This is an optimization exercise on Yosys and OpenROAD, whose aim is small area, not a production implementation.
RTL that was checked went through simulation tests only; none was proved equivalent to the original.
The RTL of run 5 was laid out without a check of its function.
Power is estimated from default activity; no workload was simulated.

## design/flow/config.mk

```make
export PLATFORM = sky130hd
export DESIGN_NAME = hesch_cpu
export DESIGN_NICKNAME = hesch_cpu
export VERILOG_FILES = /design/flow/design.v
export SDC_FILE = /design/flow/constraint.sdc
export NUM_CORES = 4
export LEC_CHECK = 0
export ABC_AREA = 1
export CAP_MARGIN = 20
export CORE_MARGIN = 2
export CORE_UTILIZATION = 40
export PLACE_DENSITY = 0.6
export SLEW_MARGIN = 20
```

## design/flow/constraint.sdc

```tcl
create_clock -name core_clock -period 10.0 [get_ports {clk}]
set_input_delay 2.0000 -clock core_clock [delete_from_list [all_inputs] [get_ports {clk}]]
set_output_delay 2.0000 -clock core_clock [all_outputs]
set_load 0.01 [all_outputs]
```

## design/flow/design.v

```verilog
module hesch_cpu (
    input  wire       clk,
    input  wire       rst,
    output wire [7:0] mem_addr,
    input  wire [7:0] mem_rdata,
    output wire       mem_we,
    output wire [7:0] mem_wdata,
    output wire       out_valid,
    output wire [7:0] out_data,
    output wire       halted,
    output wire       fault
);
    localparam [1:0] S_INIT = 2'd0, S_R1 = 2'd1, S_R2MOV = 2'd2, S_R2JMP = 2'd3;
    reg [1:0] state;
    reg [2:0] phase;
    reg       halted_q;
    reg       fault_q;
    reg       cy;       
    reg       pc_cy;    
    reg [7:0] ra, rb, rc, rd, rbank, rpc;
    reg [7:0] mar;
    reg [7:1] t;        
    wire first = (phase == 3'd0);
    wire last  = (phase == 3'd7);
    wire init  = (state == S_INIT);
    wire r1    = (state == S_R1);
    wire r2mov = (state == S_R2MOV);
    wire r2jmp = (state == S_R2JMP);
    wire [3:0] op   = mem_rdata[3:0];
    wire [1:0] f_r1 = mem_rdata[7:6];
    wire [1:0] f_r2 = mem_rdata[5:4];
    wire [3:0] dst  = mem_rdata[7:4];
    wire [2:0] src  = mem_rdata[2:0];
    wire pc_cin = first ? 1'b1 : pc_cy;
    wire inc    = rpc[0] ^ pc_cin;
    wire o_ser = mem_rdata[phase];
    wire       spec_src = r2jmp || (r2mov && src[2] && src[1:0] != 2'd2);
    wire [1:0] rsel = r2mov ? {src[1] & ~src[2], src[0]} : f_r1;
    reg x_reg, y, x1;
    always @(*) begin
        case (rsel)
            2'd0: x_reg = ra[0];
            2'd1: x_reg = rb[0];
            2'd2: x_reg = rc[0];
            default: x_reg = rd[0];
        endcase
        case (f_r2)
            2'd0: y = ra[0];
            2'd1: y = rb[0];
            2'd2: y = rc[0];
            default: y = rd[0];
        endcase
        case (f_r1)
            2'd0: x1 = ra[1];
            2'd1: x1 = rb[1];
            2'd2: x1 = rc[1];
            default: x1 = rd[1];
        endcase
    end
    wire x_spec = (r2mov && src[1]) ? rbank[0] : ((r2jmp || src[0]) ? o_ser : inc);
    wire x = spec_src ? x_spec : x_reg;
    wire sub   = (op[2:0] == 3'd1);
    wire addsub = (op[2:1] == 2'b00);
    wire yi    = y ^ sub;
    wire k     = (op[2:0] == 3'd3) || (addsub && (first ? sub : cy));
    wire maj   = (x & yi) | (x & k) | (yi & k);
    wire sum   = x ^ yi ^ k;
    reg alu;
    always @(*) begin
        case (op[2:0])
            3'd2, 3'd3: alu = maj;
            3'd6:       alu = !first && t[7];
            3'd7:       alu = !last && x1;
            default:    alu = sum;
        endcase
    end
    wire val = r1 ? alu : x;
    wire       wreg = (r1 && !op[3] && op[2:0] != 3'd5) || (r2mov && dst[3:2] == 2'b00);
    wire [1:0] widx = r2mov ? dst[1:0] : f_r1;
    wire [3:0] reg_we;
    assign reg_we[0] = wreg && widx == 2'd0;
    assign reg_we[1] = wreg && widx == 2'd1;
    assign reg_we[2] = wreg && widx == 2'd2;
    assign reg_we[3] = wreg && widx == 2'd3;
    wire bank_we = r2mov && (dst == 4'd7);
    wire pc_we   = r2jmp || (r2mov && dst == 4'd4);
    wire ins_a    = !init && (reg_we[0] ? val : ra[0]);
    wire ins_b    = !init && (reg_we[1] ? val : rb[0]);
    wire ins_c    = !init && (reg_we[2] ? val : rc[0]);
    wire ins_d    = !init && (reg_we[3] ? val : rd[0]);
    wire ins_bank = !init && (bank_we ? val : rbank[0]);
    wire ins_pc   = !init && (pc_we ? val : inc);
    wire put = r2mov && last && !halted_q;
    assign mem_we    = put && (dst == 4'd5) && (src != 3'd5);
    assign out_valid = put && (dst == 4'd9);
    assign mem_wdata = {x, t};
    assign out_data  = {x, t};
    assign mem_addr  = mar;
    assign halted    = halted_q;
    assign fault     = fault_q;
    wire stop = r1 && op[3] && op[2] && (op[1] || op[0]);
    always @(posedge clk) begin
        ra    <= {ins_a, ra[7:1]};
        rb    <= {ins_b, rb[7:1]};
        rc    <= {ins_c, rc[7:1]};
        rd    <= {ins_d, rd[7:1]};
        rbank <= {ins_bank, rbank[7:1]};
        rpc   <= {ins_pc, rpc[7:1]};
        t     <= {x, t[7:2]};
        cy    <= maj;
        pc_cy <= rpc[0] & pc_cin;
        if (last)
            mar <= {ins_pc, rpc[7:1]};
        if (rst) begin
            state    <= S_INIT;
            phase    <= 3'd0;
            halted_q <= 1'b0;
            fault_q  <= 1'b0;
        end else begin
            phase <= phase + 3'd1;
            if (last) begin
                if (r1 && op == 4'd8)      state <= S_R2MOV;
                else if (r1 && op == 4'd9) state <= S_R2JMP;
                else                       state <= S_R1;
            end
            if (!halted_q) begin
                halted_q <= stop;
                fault_q  <= stop && op[3:1] == 3'b111;
            end
        end
    end
endmodule
```

## design/flow/standard.sh

```bash
#!/bin/bash
# synth_recipe.tcl (not shown) runs the flow's synth.tcl, then flattens the netlist and writes it again
# the make line also repeats each setting of config.mk as NAME=value (left out here)
make -C /OpenROAD-flow-scripts/flow DESIGN_CONFIG=/design/flow/config.mk WORK_HOME=/design/flow/orfs CLKGATE_MAP_FILE= SYNTH_SCRIPT=/design/flow/synth_recipe.tcl "${@:-finish}"
```

## design/flow/flow/run.sh

```bash
#!/bin/bash
# The standard layout, with the smallest buffer on the ports and a clock
# tree of small buffers without dummy loads.
set -euo pipefail
bash standard.sh \
  BUFFER_PORTS_ARGS="-buffer_cell sky130_fd_sc_hd__buf_1" \
  CTS_ARGS="-sink_clustering_enable -repair_clock_nets -dont_use_dummy_load -buf_list sky130_fd_sc_hd__clkbuf_4 -sink_clustering_size 24 -sink_clustering_max_diameter 100" \
  finish > standard.log 2>&1
```

==> metrics.md, run 1 <==
| Metric | Value |
|---|---|
| Total track usage | `14.40%` |
| Seq/Total Area, Yosys | `62.52%` |
| Grt ovf | `0` |
| Static leakage | `1.101 nW` |
| Inst Count DP | `347` |
| Reg-to-Reg End | `mar[7]$_DFFE_PP_` |
| Area contributors post-synth | `dfxtp_1, edfxtp_1, inv_1` |
| CTS buffer count | `9` |
| Worst Hold Endpoint | `rbank[2]$_DFF_P_` |
| Area of the multi-input gates | `713.2 sq um` |
| Layout cell share with drive strength beyond 1 | `10.68%` |
| Synth Cell Area | `0.002434 sq mm` |
| Vias | `1631` |
| Final #Nets | `298` |
| Final setup margin | `4.817 ns` |
| Drc violations | `0` |
| Internal power | `0.3468 mW` |
| Final setup TNS | `0 ns` |
| Final Cycle Share | `51.83%` |
| CTS tree | `yes` |
| Port buffer count | `37` |
| Final Hold Violating Endpoints | `0` |
| VDD IR max | `0.08219 mV` |
| HP Start | `rbank[3]$_DFF_P_` |
| Commonest non-fill, non-tap cell in the layout | `dfxtp_1` |
| P_sw | `0.09972 mW` |
| Diodes inserted | `0` |
| IO Count | `38` |
| Number of global-route vias before repair | `1544` |
| Deepest clock path buffer count | `2` |
| Power density cells | `167.5 mW/mm^2` |
| DP Area | `0.002599 sq mm` |
| Die W | `82 microns` |
| Post-CTS Repair Setup Buffers | `0` |
| Seq cells post-synth | `72` |
| DR iter-0 viols | `75` |
| Reg power frac | `66.7%` |
| Relative slew slack | `65.24%` |
| Hold-fix buffers, CTS | `0` |
| Design Area, Final | `0.002666 sq mm` |
| Synth Warn # | `1` |
| Clock share of power | `26.3%` |
| Max Cap Violations | `0` |
| Hold Crit Class | `reg -> reg` |
| Final Hold Slack | `0.3063 ns` |
| # setup viols final | `0` |
| Die Height | `82 microns` |
| Fill cells | `581` |
| Critical Path End Type | `output port` |
| Total Wirelength | `4127 microns` |
| RSZ-0062 raised after global routing | `no` |
| Syn-to-layout area delta | `9.563%` |
| Worst slack, placed | `4.821 ns` |
| Core area | `0.005886 sq mm` |
| Post-Synthesis Cells | `244` |
| Cell taking the most area after synthesis | `dfxtp_1` |
| RePlAce Congestion | `0.8704` |
| Max-slew violations | `0` |
| Unique masters post-synth | `28` |
| Most frequent cells in the layout | `dfxtp_1, buf_1, inv_1` |
| WP data arrival | `3.18 ns` |
| HPWL Detailed | `3178 microns` |
| Vias per std cell | `4.581` |
| Routed Antenna Nets | `0` |
| Syn nets | `259` |
| Clock H-tree levels | `3` |
| Worst Path Required | `8.00 ns` |
| Clock transition at path regs | `0.09 ns` |
| WS Path Type | `in -> out` |
| Largest net degree at the start of global routing | `13` |
| Initial antenna violation count | `0` |
| Worst hold path depth | `0` |
| Sw Ratio | `22.33%` |
| Cts repair resizes | `0` |
| Row cnt | `28` |
| Crit Path Max Fanout | `7` |
| Seq. cell area | `0.001521 sq mm` |
| Worst-Skew Late Latency | `0.39 ns` |
| Reg2reg path depth | `18` |
| CP Launch Type | `input pin` |
| DRT Pass-1 Iters | `4` |
| Synth top area share | `52.65%` |
| DR WL/cell | `11.59 microns` |
| Slew @ Worst Pin | `0.5214 ns` |
| Mean Syn Cell Area | `9.974 sq um` |
| Logic gate share of total power | `7.0%` |
| Die area | `0.006724 sq mm` |
| FF-to-FF Start | `phase[0]$_SDFF_PP0_` |
| Worst Clk Skew | `0.02613 ns` |
| Max Fclk | `0.1929 GHz` |
| Status | `timing/DRC/antenna clean` |
| CTS root buf | `clkbuf_4` |
| Min Tclk post-route | `5.183 ns` |
| Final instance count without filler cells | `356` |
| Global-route wire length before repair | `6844 microns` |
| Initial core utilization | `41.35%` |
| R2r setup slk | `6.76 ns` |
| Clk sinks | `72` |
-- cell usage after synthesis --
cell type and number:
nor3_1 8, nand2_2 4, a21oi_1 7, dfxtp_1 64, edfxtp_1 8, or2_1 1
nand3b_1 1, nand3_2 2, ha_1 4, fa_1 1, clkinv_1 1, a2111oi_2 1
nor2_1 20, inv_2 3, buf_4 9, o211ai_1 1, nand2_4 4, a31oi_1 3
o21ai_1 1, o21ai_2 3, o21ai_0 11, inv_1 31, a21oi_2 3, nand3_1 20
xor2_1 1, nor2_2 1, nand2_1 30, o31ai_1 1
-- flip-flops by register name, summed over array words and instances, names as in the netlist --
name      count
cy            1
fault_q       1
halted_q      1
mar           8
pc_cy         1
phase         3
ra            8
rb            8
rbank         8
rc            8
rd            8
rpc           8
state         2
t             7
-- layer usage --
layer / up-vias / track usage, % / share of wire, %
li1: 851 / - / -
met1: 728 / 16.94 / 46
met2: 46 / 21.79 / 45
met3: 6 / 7.582 / 7.3
met4: 0 / 6.333 / 1.5
met5: - / 0 / 0
-- worst max path at each step --
stage	from	to	slack [ns]	depth (start not counted)
6_report	mem_rdata[2]	out_data[7]	4.82	10
5_1_grt	mem_rdata[2]	mem_wdata[7]	4.66	10
4_1_cts	mem_rdata[2]	out_data[7]	4.81	10
3_5_place_dp	mem_rdata[2]	out_data[7]	4.82	10
3_3_place_gp	mem_rdata[2]	out_data[7]	4.84	10
2_1_floorplan	mem_rdata[2]	mem_wdata[7]	5.18	9
-- metrics by stage --
step | power, mW | utilization [%]
after floorplan | 0.3275 | -
after global placement | 0.3358 | 44.15
after detailed placement | 0.3357 | 44.15
after CTS | 0.4555 | 45.30
after global routing | 0.4744 | 45.30
final | 0.4465 | 45.30
-- power by group through the flow --
stage	Sequential (mW)	Combinational, mW	Clock, mW
3_3_place_gp	0.304	0.0314	0
2_1_floorplan	0.305	0.0228	0
6_report	0.298	0.0313	0.118
4_1_cts	0.298	0.0313	0.126
3_5_place_dp	0.304	0.0312	0
5_1_grt	0.298	0.0365	0.139
-- critical path, cell delays in order --
cell and delay [ns]:
buf_1 0.13, inv_1 0.20, nand2_1 0.14, o21ai_2 0.17, inv_1 0.05, nand2_1 0.06
nand3_2 0.08, nand2_2 0.08, nand2_1 0.11, buf_1 0.15
-- final cells by class --
type	instances	area share, %
Sequential cell	72	57.06
Clock buffer	9	2.534
Timing Repair Buffer	37	5.209
Multi-Input combinational cell	128	26.75
Inverter	35	4.927
Tap cell	75	3.519
-- logic make-up (layout without fill, tap and decap cells) --
logic type | count (synthesis) | in the layout | synth area share, %
simple gates | 91 | 91 | 18.00
fa+ha+maj | 5 | 5 | 2.879
compound gates | 31 | 31 | 8.072
buf+inv | 44 | 81 | 8.174
xor+xnor | 1 | 1 | 0.3600
flops | 72 | 72 | 62.52
==> run 2: changes to the inputs <==
--- a/design/flow/flow/run.sh
+++ b/design/flow/flow/run.sh
@@ -1,5 +1,15 @@
 #!/bin/bash
-# The standard layout, with the smallest buffer on the ports and a clock
-# tree of small buffers without dummy loads.
+# The standard synthesis; then the combinational logic re-mapped for area
+# and set to the smallest drive strengths; then the standard layout with
+# the smallest buffer on the ports and a clock tree of small buffers without
+# dummy loads. Each tool's output goes to a log of its own here.
 set -euo pipefail
+here=$(pwd)
+res=$here/orfs/results/$FLOW_PLATFORM/hesch_cpu/base
+bash standard.sh synth > synth.log 2>&1
+dont_use=$(sed -n '/^export DONT_USE_CELLS += \\/,/^#/p' "$FLOW_HOME/platforms/sky130hd/config.mk" | grep -o 'sky130_fd_sc_hd__[a-z0-9_]*' | tr '\n' ' ')
+python3 flow/libfilter.py "$FLOW_HOME/platforms/sky130hd/lib/sky130_fd_sc_hd__tt_025C_1v80.lib" "$here/filtered.lib" $dont_use > libfilter.log 2>&1
+mkdir -p "$here/restructure"
+ODB=$res/1_synth.odb SDC=$res/1_synth.sdc DONT_USE="$dont_use" FILTERED_LIB=$here/filtered.lib RESTRUCTURE_DIR=$here/restructure \
+  openroad -no_init -exit flow/resynth.tcl > resynth.log 2>&1
 bash standard.sh \
==> design/flow/flow/libfilter.py (new file) <==
# Copy a liberty file without the named cells.
import re, sys
src, dst = sys.argv[1], sys.argv[2]
drop = set(sys.argv[3:])
t = open(src).read()
out = []
pos = 0
for m in re.finditer(r'\n\s*cell\s*\(\s*"?([\w$]+)"?\s*\)\s*\{', t):
    if m.start() < pos:
        continue
    if m.group(1) not in drop:
        continue
    depth = 0
    i = t.index('{', m.start())
    while True:
        c = t[i]
        if c == '{':
            depth += 1
        elif c == '}':
            depth -= 1
            if depth == 0:
                break
        i += 1
    out.append(t[pos:m.start()])
    pos = i + 1
out.append(t[pos:])
open(dst, 'w').write(''.join(out))
==> design/flow/flow/resynth.tcl (new file) <==
# Re-map the synthesized netlist's combinational logic for area with ABC
# (OpenROAD's restructure), then give every combinational cell its smallest
# drive strength. Registers are left as synthesis made them.
set lib $::env(FLOW_HOME)/platforms/sky130hd/lib/sky130_fd_sc_hd__tt_025C_1v80.lib
read_lef $::env(FLOW_HOME)/platforms/sky130hd/lef/sky130_fd_sc_hd.tlef
read_lef $::env(FLOW_HOME)/platforms/sky130hd/lef/sky130_fd_sc_hd_merged.lef
read_liberty $lib
read_db $::env(ODB)
read_sdc $::env(SDC)
source $::env(FLOW_HOME)/platforms/sky130hd/setRC.tcl
set_dont_use $::env(DONT_USE)
report_design_area
remove_buffers
report_design_area
restructure -target area -liberty_file $::env(FILTERED_LIB) \
  -tielo_port sky130_fd_sc_hd__conb_1/LO -tiehi_port sky130_fd_sc_hd__conb_1/HI \
  -work_dir $::env(RESTRUCTURE_DIR)
report_design_area

set db [ord::get_db]
set n 0
foreach inst [[ord::get_db_block] getInsts] {
  set m [[$inst getMaster] getName]
  if { [regexp {^(sky130_fd_sc_hd__[a-z0-9]+)_([0-9]+)$} $m -> base drive] && $drive > 1 } {
    if { [string match *df* $base] || [string match *clk* $base] || [string match *dly* $base] } { continue }
    set nm [$db findMaster ${base}_1]
    if { $nm ne "NULL" && [$inst swapMaster $nm] } { incr n }
  }
}
puts "downsized $n cells"
report_design_area
write_db $::env(ODB)
==> metrics.md, run 2 <==
| Metric | Value |
|---|---|
| Status | `timing/DRC/antenna clean (unchanged)` |
| Global-route wire length before repair | `6699 microns (was 6844 microns)` |
| Total Wirelength | `3939 microns (was 4127 microns)` |
| Hold Crit Class | `reg -> reg (unchanged)` |
| Core area | `0.005172 sq mm (was 0.005886 sq mm)` |
| # setup viols final | `0 (unchanged)` |
| Mean Syn Cell Area | `11.57 sq um (was 9.974 sq um)` |
| Die W | `77.73 microns (was 82 microns)` |
| Max Fclk | `0.1713 GHz (was 0.1929 GHz)` |
| HPWL Detailed | `2860 microns (was 3178 microns)` |
| Final Hold Violating Endpoints | `0 (unchanged)` |
| Critical path's top delay family | `compound AO/OA/AOI/OAI gates (was buffers and inverters)` |
| CP Launch Type | `input pin (unchanged)` |
| Min Tclk post-route | `5.839 ns (was 5.183 ns)` |
| Final Power | `0.4451 mW (was 0.4465 mW)` |
| CTS tree | `yes (unchanged)` |
| VDD IR max | `0.1152 mV (was 0.08219 mV)` |
| Most frequent cells in the layout | `dfxtp_1, buf_1, clkinv_1 (was dfxtp_1, buf_1, inv_1)` |
| Clock H-tree levels | `3 (unchanged)` |
| Initial antenna violation count | `0 (unchanged)` |
| Cts repair resizes | `0 (unchanged)` |
| Commonest non-fill, non-tap cell in the layout | `dfxtp_1 (unchanged)` |
| Synth Cell Area | `0.002175 sq mm (was 0.002434 sq mm)` |
| RSZ-0062 raised after global routing | `no (unchanged)` |
| Port buffer count | `37 (unchanged)` |
| Syn-to-layout area delta | `13.87% (was 9.563%)` |
| Slew @ Worst Pin | `0.7620 ns (was 0.5214 ns)` |
| Critical Path End Type | `output port (unchanged)` |
| Post-Synthesis Cells | `188 (was 244)` |
| Synth Warn # | `1 (unchanged)` |
| CTS root buf | `clkbuf_4 (unchanged)` |
| Crit path largest cell delay | `0.64 ns (was 0.20 ns)` |
| Post-CTS Repair Setup Buffers | `0 (unchanged)` |
| Drc violations | `0 (unchanged)` |
| Vias per std cell | `5.069 (was 4.581)` |
| CP bufs+invs | `2 (was 4)` |
| Die Height | `77.73 microns (was 82 microns)` |
| Routed Antenna Nets | `0 (unchanged)` |
| Inst Count DP | `296 (was 347)` |
| Worst-Skew Late Latency | `0.39 ns (about the same)` |
| Power density cells | `179.8 mW/mm^2 (was 167.5 mW/mm^2)` |
| Layout cell share with drive strength beyond 1 | `4.255% (was 10.68%)` |
| Worst Clk Skew | `0.02982 ns (was 0.02613 ns)` |
| Clk sinks | `72 (unchanged)` |
| RePlAce Congestion | `0.8881 (was 0.8704)` |
| Largest net degree at the start of global routing | `15 (was 13)` |
| Worst path slowest cell | `o32ai_1 (was inv_1)` |
| Final setup TNS | `0 ns (unchanged)` |
| Die area | `0.006042 sq mm (was 0.006724 sq mm)` |
| Clock transition at path regs | `0.12 ns (was 0.09 ns)` |
| CP Cell Sequence | `buf_1, o22ai_1, o22ai_1, o221ai_1, o221a_1, o32ai_1, buf_1 (was buf_1, inv_1, nand2_1, o21ai_2, inv_1, nand2_1, nand3_2, nand2_2, nand2_1, buf_1)` |
| Syn nets | `198 (was 259)` |
| IO Count | `38 (unchanged)` |
| CTS buffer count | `9 (unchanged)` |
| WP data arrival | `3.84 ns (was 3.18 ns)` |
| Vias | `1546 (was 1631)` |
| Worst Path Required | `8.00 ns (about the same)` |
| WS Path Type | `in -> out (unchanged)` |
| Row cnt | `26 (was 28)` |
| Total track usage | `14.68% (was 14.40%)` |
| Final instance count without filler cells | `305 (was 356)` |
| Final Cycle Share | `58.39% (was 51.83%)` |
| Static leakage | `0.8733 nW (was 1.101 nW)` |
| Number of global-route vias before repair | `1446 (was 1544)` |
| Deepest clock path buffer count | `2 (unchanged)` |
| Hold-fix buffers, CTS | `0 (unchanged)` |
| Max-slew violations | `0 (unchanged)` |
| DR WL/cell | `12.91 microns (was 11.59 microns)` |
| Max Cap Violations | `0 (unchanged)` |
| Initial core utilization | `42.04% (was 41.35%)` |
| DRT Pass-1 Iters | `4 (unchanged)` |
| Crit Path Max Fanout | `12 (was 7)` |
| DR iter-0 viols | `175 (was 75)` |
| Final #Nets | `247 (was 298)` |
| Relative slew slack | `49.04% (was 65.24%)` |
| Grt ovf | `0 (unchanged)` |
| Diodes inserted | `0 (unchanged)` |
run 2: stage by stage:
step                util, %  worst slack (ns)  instance area, sq um  hold slack, ns
global route          47.87             3.976                  2476          0.3127
detailed placement    46.57             4.179                  2409          0.3121
finish                47.87             4.161                  2476          0.3134
global placement      46.57             4.235                  2409          0.3102
CTS                   47.87             4.177                  2476          0.3125
floorplan                 -             4.718                  2175          0.3096
run 2: path summary, 6_finish.rpt:
check	startpoint	endpoint	slack [ns]	cells after the start
setup / recovery	mem_rdata[1]	mem_wdata[7]	4.16	7
hold / removal	rbank[2]$_DFF_P_	rbank[1]$_DFF_P_	0.31	0
setup reg to reg	state[1]$_SDFFE_PP0P_	mar[7]$_DFFE_PP_	6.49	13
hold reg to reg	rbank[2]$_DFF_P_	rbank[1]$_DFF_P_	0.31	0
run 2: final cells by class:
cell class	count	area [sq um]
fill	490	2696
sequential	72	1521
multi-input combinational	93	566.8
timing repair buffer	38	146.4
tap	70	87.58
inverter	23	86.33
clock buffer	9	67.56
run 2: power breakdown:
group / switching [mW] / total, mW / internal, mW / leakage [nW]
Combinational: 0.0173 / 0.0265 / 0.00916 / 0.240
Sequential: 0.00298 / 0.297 / 0.294 / 0.591
Clock: 0.0794 / 0.121 / 0.0419 / 0.0414
Total: 0.0997 / 0.445 / 0.345 / 0.873
run 2: metal layers:
layer  wire [microns]  part of all wire, %  GRT usage (%)
met5                0                    0              0
met4              129                  3.3          8.571
met3              222                  5.6          4.535
met2             1648                   42          20.60
met1             1939                   49          19.79
==> run 3: changes to the inputs <==
--- a/design/flow/design.v
+++ b/design/flow/design.v
@@ -92,3 +92,3 @@
     wire ins_pc   = !init && (pc_we ? val : inc);
-    wire put = r2mov && last && !halted_q;
+    wire put = r2mov && last;
     assign mem_we    = put && (dst == 4'd5) && (src != 3'd5);
@@ -121,3 +121,4 @@
             if (last) begin
-                if (r1 && op == 4'd8)      state <= S_R2MOV;
+                if (halted_q)              state <= S_INIT;
+                else if (r1 && op == 4'd8) state <= S_R2MOV;
                 else if (r1 && op == 4'd9) state <= S_R2JMP;
@@ -125,5 +126,5 @@
             end
-            if (!halted_q) begin
-                halted_q <= stop;
-                fault_q  <= stop && op[3:1] == 3'b111;
+            if (stop) begin
+                halted_q <= 1'b1;
+                fault_q  <= op[1];
             end
==> metrics.md, run 3 <==
| Metric | Value |
|---|---|
| Status | `timing/DRC/antenna clean (unchanged)` |
| Finished Core Util | `47.53% (was 47.87%)` |
| Power density cells | `179.8 mW/mm^2 (about the same)` |
| Final setup margin | `4.253 ns (was 4.161 ns)` |
| CP Launch Type | `input pin (unchanged)` |
| RSZ-0062 raised after global routing | `no (unchanged)` |
| Deepest clock path buffer count | `2 (unchanged)` |
| RePlAce Congestion | `0.8640 (was 0.8881)` |
| Post-Synthesis Cells | `188 (unchanged)` |
| Worst Clk Skew | `0.03826 ns (was 0.02982 ns)` |
| Final #Nets | `246 (was 247)` |
| DR WL/cell | `12.72 microns (was 12.91 microns)` |
| Commonest non-fill, non-tap cell in the layout | `dfxtp_1 (unchanged)` |
| Number of global-route vias before repair | `1321 (was 1446)` |
| DP Area | `0.002391 sq mm (was 0.002409 sq mm)` |
| Largest net degree at the start of global routing | `15 (unchanged)` |
| Critical Path End Type | `output port (unchanged)` |
| Worst slack, placed | `4.251 ns (was 4.179 ns)` |
| Layout cell share with drive strength beyond 1 | `4.274% (was 4.255%)` |
| Relative slew slack | `30.47% (was 49.04%)` |
| CTS root buf | `clkbuf_4 (unchanged)` |
| DR iter-0 viols | `53 (was 175)` |
| Min Tclk post-route | `5.747 ns (was 5.839 ns)` |
| Total track usage | `14.14% (was 14.68%)` |
| Row cnt | `26 (unchanged)` |
| Static leakage | `0.8356 nW (was 0.8733 nW)` |
| Die Height | `77.48 microns (was 77.73 microns)` |
| Worst Path Required | `8.00 ns (about the same)` |
| CP Cell Sequence | `buf_1, clkinv_1, nor2_1, o22ai_1, clkinv_1, a221oi_1, o32ai_1, buf_1 (was buf_1, o22ai_1, o22ai_1, o221ai_1, o221a_1, o32ai_1, buf_1)` |
| Synth Warn # | `1 (unchanged)` |
| Final setup TNS | `0 ns (unchanged)` |
| Vias per std cell | `4.954 (was 5.069)` |
| Max-slew violations | `0 (unchanged)` |
| Fill cells | `486 (was 490)` |
| WP data arrival | `3.75 ns (was 3.84 ns)` |
| Worst path slowest cell | `o32ai_1 (unchanged)` |
| DRT Pass-1 Iters | `4 (unchanged)` |
| Final Cycle Share | `57.47% (was 58.39%)` |
| Syn nets | `198 (unchanged)` |
| Initial antenna violation count | `0 (unchanged)` |
| Final Hold Violating Endpoints | `0 (unchanged)` |
| Syn-to-layout area delta | `13.85% (was 13.87%)` |
| VDD IR max | `0.09659 mV (was 0.1152 mV)` |
| Routed Antenna Nets | `0 (unchanged)` |
| Die area | `0.006002 sq mm (was 0.006042 sq mm)` |
| Clock transition at path regs | `0.10 ns (was 0.12 ns)` |
| Met1 wire length | `1913 microns (was 1939 microns)` |
| HPWL Detailed | `2797 microns (was 2860 microns)` |
| Final Hold Slack | `0.2994 ns (was 0.3134 ns)` |
| Inst Count DP | `295 (was 296)` |
| IO Count | `38 (unchanged)` |
| Max Cap Violations | `0 (unchanged)` |
| Initial core utilization | `41.75% (was 42.04%)` |
| Mean Syn Cell Area | `11.49 sq um (was 11.57 sq um)` |
| Worst-Skew Late Latency | `0.41 ns (was 0.39 ns)` |
| Design Area, Final | `0.002459 sq mm (was 0.002476 sq mm)` |
| # setup viols final | `0 (unchanged)` |
| Hold Crit Class | `reg -> reg (unchanged)` |
| Max Fclk | `0.1740 GHz (was 0.1713 GHz)` |
| Total Wirelength | `3867 microns (was 3939 microns)` |
| Wire length on met3 | `180 microns (was 222 microns)` |
| Synth Cell Area | `0.002160 sq mm (was 0.002175 sq mm)` |
| Clock H-tree levels | `3 (unchanged)` |
| Post-CTS Repair Setup Buffers | `0 (unchanged)` |
| Slew @ Worst Pin | `1.037 ns (was 0.7620 ns)` |
| CTS buffer count | `9 (unchanged)` |
| Crit path largest cell delay | `0.64 ns (about the same)` |
| Met2 WL | `1676 microns (was 1648 microns)` |
| Final Power | `0.4420 mW (was 0.4451 mW)` |
| Vias | `1506 (was 1546)` |
| Die W | `77.48 microns (was 77.73 microns)` |
| Cts repair resizes | `0 (unchanged)` |
| Grt ovf | `0 (unchanged)` |
| Drc violations | `0 (unchanged)` |
| Most frequent cells in the layout | `dfxtp_1, buf_1, nor2_1 (was dfxtp_1, buf_1, clkinv_1)` |
| Crit Path Max Fanout | `10 (was 12)` |
| Global-route wire length before repair | `6265 microns (was 6699 microns)` |
| Hold-fix buffers, CTS | `0 (unchanged)` |
| Clk sinks | `72 (unchanged)` |
| Uppermost routed layer | `met4 (unchanged)` |
| Port buffer count | `37 (unchanged)` |
| CTS tree | `yes (unchanged)` |
| Core area | `0.005172 sq mm (unchanged)` |
| Diodes inserted | `0 (unchanged)` |
| WS Path Type | `in -> out (unchanged)` |
| Final instance count without filler cells | `304 (was 305)` |
run 3: cell count changes in the layout (fill, tap and decap cells not counted), moves of 4 or more:
| cell | previous run | this run |
|---|---|---|
| a211oi_1 | 1 | 6 |
| nand2_1 | 6 | 2 |
| o22ai_1 | 12 | 5 |
| o21ai_0 | 11 | 7 |
| nor2_1 | 17 | 28 |
run 3: power breakdown:
part	total, mW	internal (mW)	switching [mW]
Combinational	0.0256	0.00888	0.0167
Clock	0.120	0.0418	0.0780
Sequential	0.297	0.294	0.00249
run 3: final timing paths:
check / to / cells past startpoint / start / slack (ns)
max: mem_wdata[7] / 8 / mem_rdata[1] / 4.25
min: rc[6]$_DFF_P_ / 0 / rc[7]$_DFF_P_ / 0.30
max reg2reg: mar[7]$_DFFE_PN_ / 11 / state[1]$_SDFFE_PP0N_ / 5.93
min reg2reg: rc[6]$_DFF_P_ / 0 / rc[7]$_DFF_P_ / 0.30
run 3: worst max-delay path: cells and delay by family:
| kind | cells | cell delay, ns |
|---|---|---|
| buf+inv | 4 | 0.82 |
| simple gates | 1 | 0.15 |
| compound gates | 3 | 0.77 |
run 3: cell type report:
| class | count | area (sq um) | area share, % |
|---|---|---|---|
| Tap cell | 70 | 87.58 | 3.562 |
| Sequential cell | 72 | 1521 | 61.88 |
| Multi-Input combinational cell | 94 | 560.5 | 22.80 |
| Inverter | 22 | 82.58 | 3.359 |
| Timing Repair Buffer | 37 | 138.9 | 5.649 |
| Clock buffer | 9 | 67.56 | 2.748 |
run 3: metal layers:
metal  track usage, %  vias up
met1            17.89      688
met4            9.107        0
met5                0        -
met2            20.09       36
met3            5.465        8
li1                 -      774
==> run 4: changes to the inputs <==
--- a/design/flow/design.v
+++ b/design/flow/design.v
@@ -16,3 +16,2 @@
     reg       halted_q;
-    reg       fault_q;
     reg       cy;       
@@ -77,2 +76,3 @@
     wire val = r1 ? alu : x;
+    wire stop = r1 && op[3] && op[2] && (op[1] || op[0]);
     wire       wreg = (r1 && !op[3] && op[2:0] != 3'd5) || (r2mov && dst[3:2] == 2'b00);
@@ -90,3 +90,3 @@
     wire ins_d    = !init && (reg_we[3] ? val : rd[0]);
-    wire ins_bank = !init && (bank_we ? val : rbank[0]);
+    wire ins_bank = !init && (stop ? op[1] : (bank_we ? val : rbank[0]));
     wire ins_pc   = !init && (pc_we ? val : inc);
@@ -99,4 +99,3 @@
     assign halted    = halted_q;
-    assign fault     = fault_q;
-    wire stop = r1 && op[3] && op[2] && (op[1] || op[0]);
+    assign fault     = rbank[0];
     always @(posedge clk) begin
@@ -117,3 +116,2 @@
             halted_q <= 1'b0;
-            fault_q  <= 1'b0;
         end else begin
@@ -121,3 +119,3 @@
             if (last) begin
-                if (halted_q)              state <= S_INIT;
+                if (halted_q || stop)      state <= S_R2JMP;
                 else if (r1 && op == 4'd8) state <= S_R2MOV;
@@ -126,6 +124,4 @@
             end
-            if (stop) begin
+            if (stop && last)
                 halted_q <= 1'b1;
-                fault_q  <= op[1];
-            end
         end
==> metrics.md, run 4 <==
| Metric | Value |
|---|---|
| Status | `timing/DRC/antenna clean (unchanged)` |
| GRT met1 Usage | `18.02% (was 17.89%)` |
| Port buffer count | `37 (unchanged)` |
| Post-Synthesis Cells | `185 (was 188)` |
| CTS tree | `yes (unchanged)` |
| Global-route wire length before repair | `6582 microns (was 6265 microns)` |
| Layout cell share with drive strength beyond 1 | `3.896% (was 4.274%)` |
| Relative slew slack | `51.87% (was 30.47%)` |
| DRT Pass-1 Iters | `4 (unchanged)` |
| Syn-to-layout area delta | `13.86% (was 13.85%)` |
| Final Power | `0.4362 mW (was 0.4420 mW)` |
| Final setup TNS | `0 ns (unchanged)` |
| Critical Path End Type | `output port (unchanged)` |
| Commonest non-fill, non-tap cell in the layout | `dfxtp_1 (unchanged)` |
| Worst hold path depth | `0 (unchanged)` |
| RSZ-0062 raised after global routing | `no (unchanged)` |
| Initial core utilization | `41.52% (was 41.75%)` |
| Static leakage | `0.8133 nW (was 0.8356 nW)` |
| Worst path slowest cell | `o32ai_1 (unchanged)` |
| # setup viols final | `0 (unchanged)` |
| CP Launch Type | `input pin (unchanged)` |
| Power density cells | `180.7 mW/mm^2 (was 179.8 mW/mm^2)` |
| WS Path Type | `in -> out (unchanged)` |
| DR iter-0 viols | `87 (was 53)` |
| Core area | `0.005107 sq mm (was 0.005172 sq mm)` |
| Post-CTS Repair Setup Buffers | `0 (unchanged)` |
| IO Count | `38 (unchanged)` |
| Crit path largest cell delay | `0.69 ns (was 0.64 ns)` |
| Max Cap Violations | `0 (unchanged)` |
| Die Height | `76.82 microns (was 77.48 microns)` |
| HPWL Detailed | `2882 microns (was 2797 microns)` |
| CTS root buf | `clkbuf_4 (unchanged)` |
| Max-slew violations | `0 (unchanged)` |
| Final #Nets | `243 (was 246)` |
| RePlAce Congestion | `0.8931 (was 0.8640)` |
| Finished Core Util | `47.28% (was 47.53%)` |
| Worst Path Required | `8.00 ns (about the same)` |
| Initial antenna violation count | `0 (unchanged)` |
| Vias | `1558 (was 1506)` |
| Hold Crit Class | `reg -> reg (unchanged)` |
| Met2 Use GR | `21.40% (was 20.09%)` |
| Min Tclk post-route | `5.776 ns (was 5.747 ns)` |
| WP data arrival | `3.78 ns (was 3.75 ns)` |
| Total track usage | `14.74% (was 14.14%)` |
| Most frequent cells in the layout | `dfxtp_1, buf_1, clkinv_1 (was dfxtp_1, buf_1, nor2_1)` |
| Hold-fix buffers, CTS | `0 (unchanged)` |
| Worst-Skew Late Latency | `0.39 ns (was 0.41 ns)` |
| Crit Path Max Fanout | `11 (was 10)` |
| Worst Clk Skew | `0.04230 ns (was 0.03826 ns)` |
| Slew @ Worst Pin | `0.7198 ns (was 1.037 ns)` |
| Synth Cell Area | `0.002121 sq mm (was 0.002160 sq mm)` |
| Final setup margin | `4.224 ns (was 4.253 ns)` |
| Largest net degree at the start of global routing | `13 (was 15)` |
| DR WL/cell | `13.11 microns (was 12.72 microns)` |
| VDD IR max | `0.07028 mV (was 0.09659 mV)` |
| Vias per std cell | `5.176 (was 4.954)` |
| Total Wirelength | `3947 microns (was 3867 microns)` |
| Syn nets | `195 (was 198)` |
| Mean Syn Cell Area | `11.46 sq um (was 11.49 sq um)` |
| Clk sinks | `71 (was 72)` |
| Deepest clock path buffer count | `2 (unchanged)` |
| Die W | `76.82 microns (was 77.48 microns)` |
| CTS buffer count | `9 (unchanged)` |
| Clock H-tree levels | `3 (unchanged)` |
| Max Fclk | `0.1731 GHz (was 0.1740 GHz)` |
| Grt ovf | `0 (unchanged)` |
| Diodes inserted | `0 (unchanged)` |
| Number of global-route vias before repair | `1418 (was 1321)` |
| CP Cell Sequence | `buf_1, o22ai_1, o22ai_1, o21a_1, a222oi_1, o32ai_1, buf_1 (was buf_1, clkinv_1, nor2_1, o22ai_1, clkinv_1, a221oi_1, o32ai_1, buf_1)` |
| Synth Warn # | `1 (unchanged)` |
| Clock transition at path regs | `0.11 ns (was 0.10 ns)` |
| Die area | `0.005901 sq mm (was 0.006002 sq mm)` |
| Reg2reg path depth | `14 (was 11)` |
| Drc violations | `0 (unchanged)` |
| Met3 Use GR | `5.294% (was 5.465%)` |
| Row cnt | `26 (unchanged)` |
| Worst slack, placed | `4.222 ns (was 4.251 ns)` |
| Final Hold Violating Endpoints | `0 (unchanged)` |
| Cts repair resizes | `0 (unchanged)` |
| Routed Antenna Nets | `0 (unchanged)` |
| Final Cycle Share | `57.76% (was 57.47%)` |
| Gr busiest metal | `met2 (unchanged)` |
-- run 4: path summary, 6_finish.rpt --
kind | from | to | slack [ns]
worst max register to register | state[1]$_SDFFE_PP0N_ | rbank[7]$_DFF_P_ | 6.41
worst max-delay path | mem_rdata[1] | mem_wdata[7] | 4.22
worst min register to register | rpc[7]$_DFF_P_ | rpc[6]$_DFF_P_ | 0.30
worst min-delay path | rpc[7]$_DFF_P_ | rpc[6]$_DFF_P_ | 0.30
-- run 4: power by group --
| group | leakage (nW) | internal, mW | switching (mW) | total, mW |
|---|---|---|---|---|
| Clock | 0.0414 | 0.0418 | 0.0761 | 0.118 |
| Combinational | 0.188 | 0.00858 | 0.0164 | 0.0250 |
| Sequential | 0.583 | 0.290 | 0.00295 | 0.293 |
-- run 4: final cells by class --
| class | count | area, sq um |
|---|---|---|
| clock buffer | 9 | 67.56 |
| multi-input combinational | 93 | 540.5 |
| sequential | 71 | 1501 |
| timing repair buffer | 37 | 138.9 |
| fill | 500 | 2693 |
| tap | 70 | 87.58 |
| inverter | 21 | 78.83 |
-- run 4: critical path, delay by kind of cell --
family                 cells  cell delay [ns]
AOI/OAI and AO/OA          5             1.22
buffers and inverters      2             0.55
-- run 4: metal layers --
layer  wire, microns  part of all wire (%)  vias to the layer above
met2            1714                    43                       63
met4             124                   3.1                        0
li1                -                     -                      774
met1            1802                    46                      706
met3             306                   7.8                       15
met5               0                     0                        -
-- run 4: metrics by stage --
stage                     hold WS (ns)  cells  cell area [sq um]
after floorplan                 0.3096    185               2121
after global placement          0.3101    292               2347
after detailed placement        0.3121    292               2347
after CTS                       0.2990    301               2415
after global routing            0.2902    301               2415
final                           0.2994    301               2415
==> run 5: changes to the inputs <==
--- a/design/flow/design.v
+++ b/design/flow/design.v
@@ -16,2 +16,3 @@
     reg       halted_q;
+    reg       fault_q;
     reg       cy;       
@@ -21,3 +22,2 @@
     reg [7:1] t;        
-    wire first = (phase == 3'd0);
     wire last  = (phase == 3'd7);
@@ -32,4 +32,3 @@
     wire [2:0] src  = mem_rdata[2:0];
-    wire pc_cin = first ? 1'b1 : pc_cy;
-    wire inc    = rpc[0] ^ pc_cin;
+    wire inc    = rpc[0] ^ pc_cy;
     wire o_ser = mem_rdata[phase];
@@ -60,8 +59,8 @@
     wire x = spec_src ? x_spec : x_reg;
-    wire sub   = (op[2:0] == 3'd1);
+    wire sub    = (op[2:0] == 3'd1);
     wire addsub = (op[2:1] == 2'b00);
-    wire yi    = y ^ sub;
-    wire k     = (op[2:0] == 3'd3) || (addsub && (first ? sub : cy));
-    wire maj   = (x & yi) | (x & k) | (yi & k);
-    wire sum   = x ^ yi ^ k;
+    wire xi     = x ^ sub;
+    wire k      = (op[2:0] == 3'd3) || (addsub && cy);
+    wire maj    = (xi & y) | (xi & k) | (y & k);
+    wire sum    = xi ^ y ^ k;
     reg alu;
@@ -70,5 +69,5 @@
             3'd2, 3'd3: alu = maj;
-            3'd6:       alu = !first && t[7];
+            3'd6:       alu = t[7];
             3'd7:       alu = !last && x1;
-            default:    alu = sum;
+            default:    alu = sum ^ sub;
         endcase
@@ -76,3 +75,2 @@
     wire val = r1 ? alu : x;
-    wire stop = r1 && op[3] && op[2] && (op[1] || op[0]);
     wire       wreg = (r1 && !op[3] && op[2:0] != 3'd5) || (r2mov && dst[3:2] == 2'b00);
@@ -90,3 +88,3 @@
     wire ins_d    = !init && (reg_we[3] ? val : rd[0]);
-    wire ins_bank = !init && (stop ? op[1] : (bank_we ? val : rbank[0]));
+    wire ins_bank = !init && (bank_we ? val : rbank[0]);
     wire ins_pc   = !init && (pc_we ? val : inc);
@@ -99,3 +97,4 @@
     assign halted    = halted_q;
-    assign fault     = rbank[0];
+    assign fault     = fault_q;
+    wire stop = r1 && op[3] && op[2] && (op[1] || op[0]);
     always @(posedge clk) begin
@@ -107,5 +106,5 @@
         rpc   <= {ins_pc, rpc[7:1]};
-        t     <= {x, t[7:2]};
-        cy    <= maj;
-        pc_cy <= rpc[0] & pc_cin;
+        t     <= {x && !last, t[7:2]};
+        cy    <= maj && !last;
+        pc_cy <= last || (rpc[0] && pc_cy);
         if (last)
@@ -116,2 +115,3 @@
             halted_q <= 1'b0;
+            fault_q  <= 1'b0;
         end else begin
@@ -119,3 +119,3 @@
             if (last) begin
-                if (halted_q || stop)      state <= S_R2JMP;
+                if (halted_q)              state <= S_INIT;
                 else if (r1 && op == 4'd8) state <= S_R2MOV;
@@ -124,4 +124,6 @@
             end
-            if (stop && last)
+            if (stop) begin
                 halted_q <= 1'b1;
+                fault_q  <= op[1];
+            end
         end
==> metrics.md, run 5 <==
| Metric | Value |
|---|---|
| Status | `timing/DRC/antenna clean (unchanged)` |
| CTS root buf | `clkbuf_4 (unchanged)` |
| Number of global-route vias before repair | `1406 (was 1418)` |
| Final Hold Violating Endpoints | `0 (unchanged)` |
| HPWL Detailed | `2852 microns (was 2882 microns)` |
| Total Wirelength | `3877 microns (was 3947 microns)` |
| Critical path's top delay family | `compound AO/OA/AOI/OAI gates (unchanged)` |
| Hold-fix buffers, CTS | `0 (unchanged)` |
| RePlAce Congestion | `0.8616 (was 0.8931)` |
| CP Cell Sequence | `buf_1, clkinv_1, o22ai_1, o22a_1, o221a_1, nor2_1, o32ai_1, buf_1 (was buf_1, o22ai_1, o22ai_1, o21a_1, a222oi_1, o32ai_1, buf_1)` |
| Final setup margin | `4.005 ns (was 4.224 ns)` |
| Max Cap Violations | `0 (unchanged)` |
| Max-slew violations | `0 (unchanged)` |
| VDD IR max | `0.09604 mV (was 0.07028 mV)` |
| WP data arrival | `3.99 ns (was 3.78 ns)` |
| Finished Core Util | `47.68% (was 47.28%)` |
| RSZ-0062 raised after global routing | `no (unchanged)` |
| Clock transition at path regs | `0.09 ns (was 0.11 ns)` |
| Deepest clock path buffer count | `2 (unchanged)` |
| Synth Warn # | `1 (unchanged)` |
| DR iter-0 viols | `56 (was 87)` |
| Vias | `1540 (was 1558)` |
| Initial antenna violation count | `0 (unchanged)` |
| Cts repair resizes | `0 (unchanged)` |
| Core area | `0.005172 sq mm (was 0.005107 sq mm)` |
| Most common cell on crit path | `buf_1` |
| Synth Cell Area | `0.002160 sq mm (was 0.002121 sq mm)` |
| Hold Crit Class | `reg -> reg (unchanged)` |
| Die W | `77.48 microns (was 76.82 microns)` |
| Most frequent cells in the layout | `dfxtp_1, buf_1, clkinv_1 (unchanged)` |
| Worst path slowest cell | `o32ai_1 (unchanged)` |
| Initial core utilization | `41.75% (was 41.52%)` |
| Final setup TNS | `0 ns (unchanged)` |
| CP Launch Type | `input pin (unchanged)` |
| Syn-to-layout area delta | `14.19% (was 13.86%)` |
| Die Height | `77.48 microns (was 76.82 microns)` |
| Relative slew slack | `45.93% (was 51.87%)` |
| Total track usage | `14.68% (was 14.74%)` |
| IO Count | `38 (unchanged)` |
| Commonest non-fill, non-tap cell in the layout | `dfxtp_1 (unchanged)` |
| Crit path from | `mem_rdata[1] (unchanged)` |
| Row cnt | `26 (unchanged)` |
| Crit path largest cell delay | `0.67 ns (was 0.69 ns)` |
| Worst Clk Skew | `0.02904 ns (was 0.04230 ns)` |
| Worst hold path depth | `0 (unchanged)` |
| Layout cell share with drive strength beyond 1 | `4.721% (was 3.896%)` |
| HP Start | `ra[5]$_DFF_P_ (was rpc[7]$_DFF_P_)` |
| Reg-to-Reg End | `ra[7]$_DFF_P_ (was rbank[7]$_DFF_P_)` |
| Die area | `0.006002 sq mm (was 0.005901 sq mm)` |
| Worst Hold Endpoint | `ra[4]$_DFF_P_ (was rpc[6]$_DFF_P_)` |
| Critical Path End Type | `output port (unchanged)` |
| CTS tree | `yes (unchanged)` |
| Clock H-tree levels | `3 (unchanged)` |
| Max Fclk | `0.1668 GHz (was 0.1731 GHz)` |
| WS Path Type | `in -> out (unchanged)` |
| Reg2reg path depth | `13 (was 14)` |
| Crit Path Max Fanout | `8 (was 11)` |
| Fill cells | `504 (was 500)` |
| DR WL/cell | `12.80 microns (was 13.11 microns)` |
| Grt ovf | `0 (unchanged)` |
| Post-Synthesis Cells | `186 (was 185)` |
| Routed Antenna Nets | `0 (unchanged)` |
| Diodes inserted | `0 (unchanged)` |
| Port buffer count | `37 (unchanged)` |
| Slew @ Worst Pin | `0.8085 ns (was 0.7198 ns)` |
| Min Tclk post-route | `5.995 ns (was 5.776 ns)` |
| Clk sinks | `72 (was 71)` |
| Design Area, Final | `0.002466 sq mm (was 0.002415 sq mm)` |
| FF-to-FF Start | `state[1]$_SDFFE_PP0P_ (was state[1]$_SDFFE_PP0N_)` |
| R2r setup slk | `6.07 ns (was 6.41 ns)` |
| Global-route wire length before repair | `6589 microns (was 6582 microns)` |
| Post-CTS Repair Setup Buffers | `0 (unchanged)` |
| Worst Path Required | `8.00 ns (about the same)` |
| Drc violations | `0 (unchanged)` |
| Static leakage | `0.8336 nW (was 0.8133 nW)` |
| # setup viols final | `0 (unchanged)` |
| DRT Pass-1 Iters | `4 (unchanged)` |
| CTS buffer count | `9 (unchanged)` |
| Worst-Skew Late Latency | `0.39 ns (about the same)` |
| Mean Syn Cell Area | `11.61 sq um (was 11.46 sq um)` |
| Syn nets | `196 (was 195)` |
| Final #Nets | `245 (was 243)` |
| Worst slack, placed | `4.012 ns (was 4.222 ns)` |
| Inst Count DP | `294 (was 292)` |
| Power density cells | `177.4 mW/mm^2 (was 180.7 mW/mm^2)` |
| DP Area | `0.002399 sq mm (was 0.002347 sq mm)` |
| Final instance count without filler cells | `303 (was 301)` |
| Final Cycle Share | `59.95% (was 57.76%)` |
| Largest net degree at the start of global routing | `15 (was 13)` |
| CP bufs+invs | `3 (was 2)` |
| Vias per std cell | `5.083 (was 5.176)` |
run 5: final cells by class:
cell class / count / area, sq um / area share (%)
clock buffer: 9 / 67.56 / 2.740
inverter: 28 / 105.1 / 4.262
multi-input combinational: 86 / 538.0 / 21.82
sequential: 72 / 1521 / 61.69
tap: 70 / 87.58 / 3.551
timing repair buffer: 38 / 146.4 / 5.936
run 5: per-layer routing:
| metal | wire (microns) | track usage, % | part of all wire (%) |
|---|---|---|---|
| met1 | 1813 | 18.45 | 47 |
| met2 | 1691 | 20.35 | 44 |
| met3 | 294 | 7.791 | 7.6 |
| met4 | 78 | 7.500 | 2.0 |
| met5 | 0 | 0 | 0 |
run 5: how the worst max path moves through the flow:
stage / to / slack [ns] / cells after the start
2_1_floorplan: mem_wdata[7] / 4.49 / 6
3_3_place_gp: mem_wdata[7] / 4.08 / 8
3_5_place_dp: mem_wdata[7] / 4.01 / 8
4_1_cts: mem_wdata[7] / 4.02 / 8
5_1_grt: mem_wdata[7] / 3.84 / 8
6_report: mem_wdata[7] / 4.01 / 8
run 5: worst register-to-register path, stage by stage (launching register included):
cell	delay, ns
dfxtp_1	0.39
clkinv_1	0.14
nor2_1	0.37
clkinv_1	0.32
o32ai_1	0.51
o2bb2ai_1	0.16
o21ai_0	0.09
o32ai_1	0.42
xnor2_1	0.14
o21ai_0	0.28
a31oi_1	0.13
o22ai_1	0.33
clkinv_1	0.19
o311a_1	0.37
run 5: power breakdown:
part	switching [mW]	internal [mW]
Clock	0.0758	0.0418
Combinational	0.0150	0.00835
Sequential	0.00265	0.294
Total	0.0935	0.344
run 5: through the flow:
stage	hold WS (ns)	power (mW)
3_3_place_gp	0.3104	0.3266
6_report	0.3226	0.4376
2_1_floorplan	0.3096	0.3176
3_5_place_dp	0.3121	0.3266
5_1_grt	0.3262	0.4615
4_1_cts	0.3212	0.4447

==> re-timing with driven ports <==
In the flow no input, the clock included, has a driving cell. The finished layouts below were timed again as built, in two steps. Step 1 (the two cells are an assumption about what drives the block):
set clk [get_ports {clk}]
set_driving_cell -lib_cell sky130_fd_sc_hd__clkbuf_16 $clk
set_driving_cell -lib_cell sky130_fd_sc_hd__buf_2 [delete_from_list [all_inputs] $clk]
Step 2 adds t to the input delays and takes it off the output delays; t is the mean of the earliest and latest rising clock arrival at the registers after step 1. Input paths then give back, and output paths get back, about the clock's delay inside the block. Three values: ideal, step 1, step 2; two values: the first two.
| run | t (ns) | setup WS [ns] | cell pins on the clock port's net |
|---|---|---|---|
| run 1 | 0.407 | 4.817 / 4.791 / 4.791 | 1 |
| run 2 | 0.401 | 4.161 / 4.137 / 4.137 | 1 |
| run 3 | 0.414 | 4.253 / 4.227 / 4.227 | 1 |
| run 4 | 0.395 | 4.224 / 4.196 / 4.196 | 1 |
| run 5 | 0.400 | 4.005 / 3.983 / 3.983 | 1 |
After both steps every run listed still meets setup and hold. For run 4, which loses most, drivers alone change the setup slack by -0.028 ns; drivers and shift together by -0.028 ns.
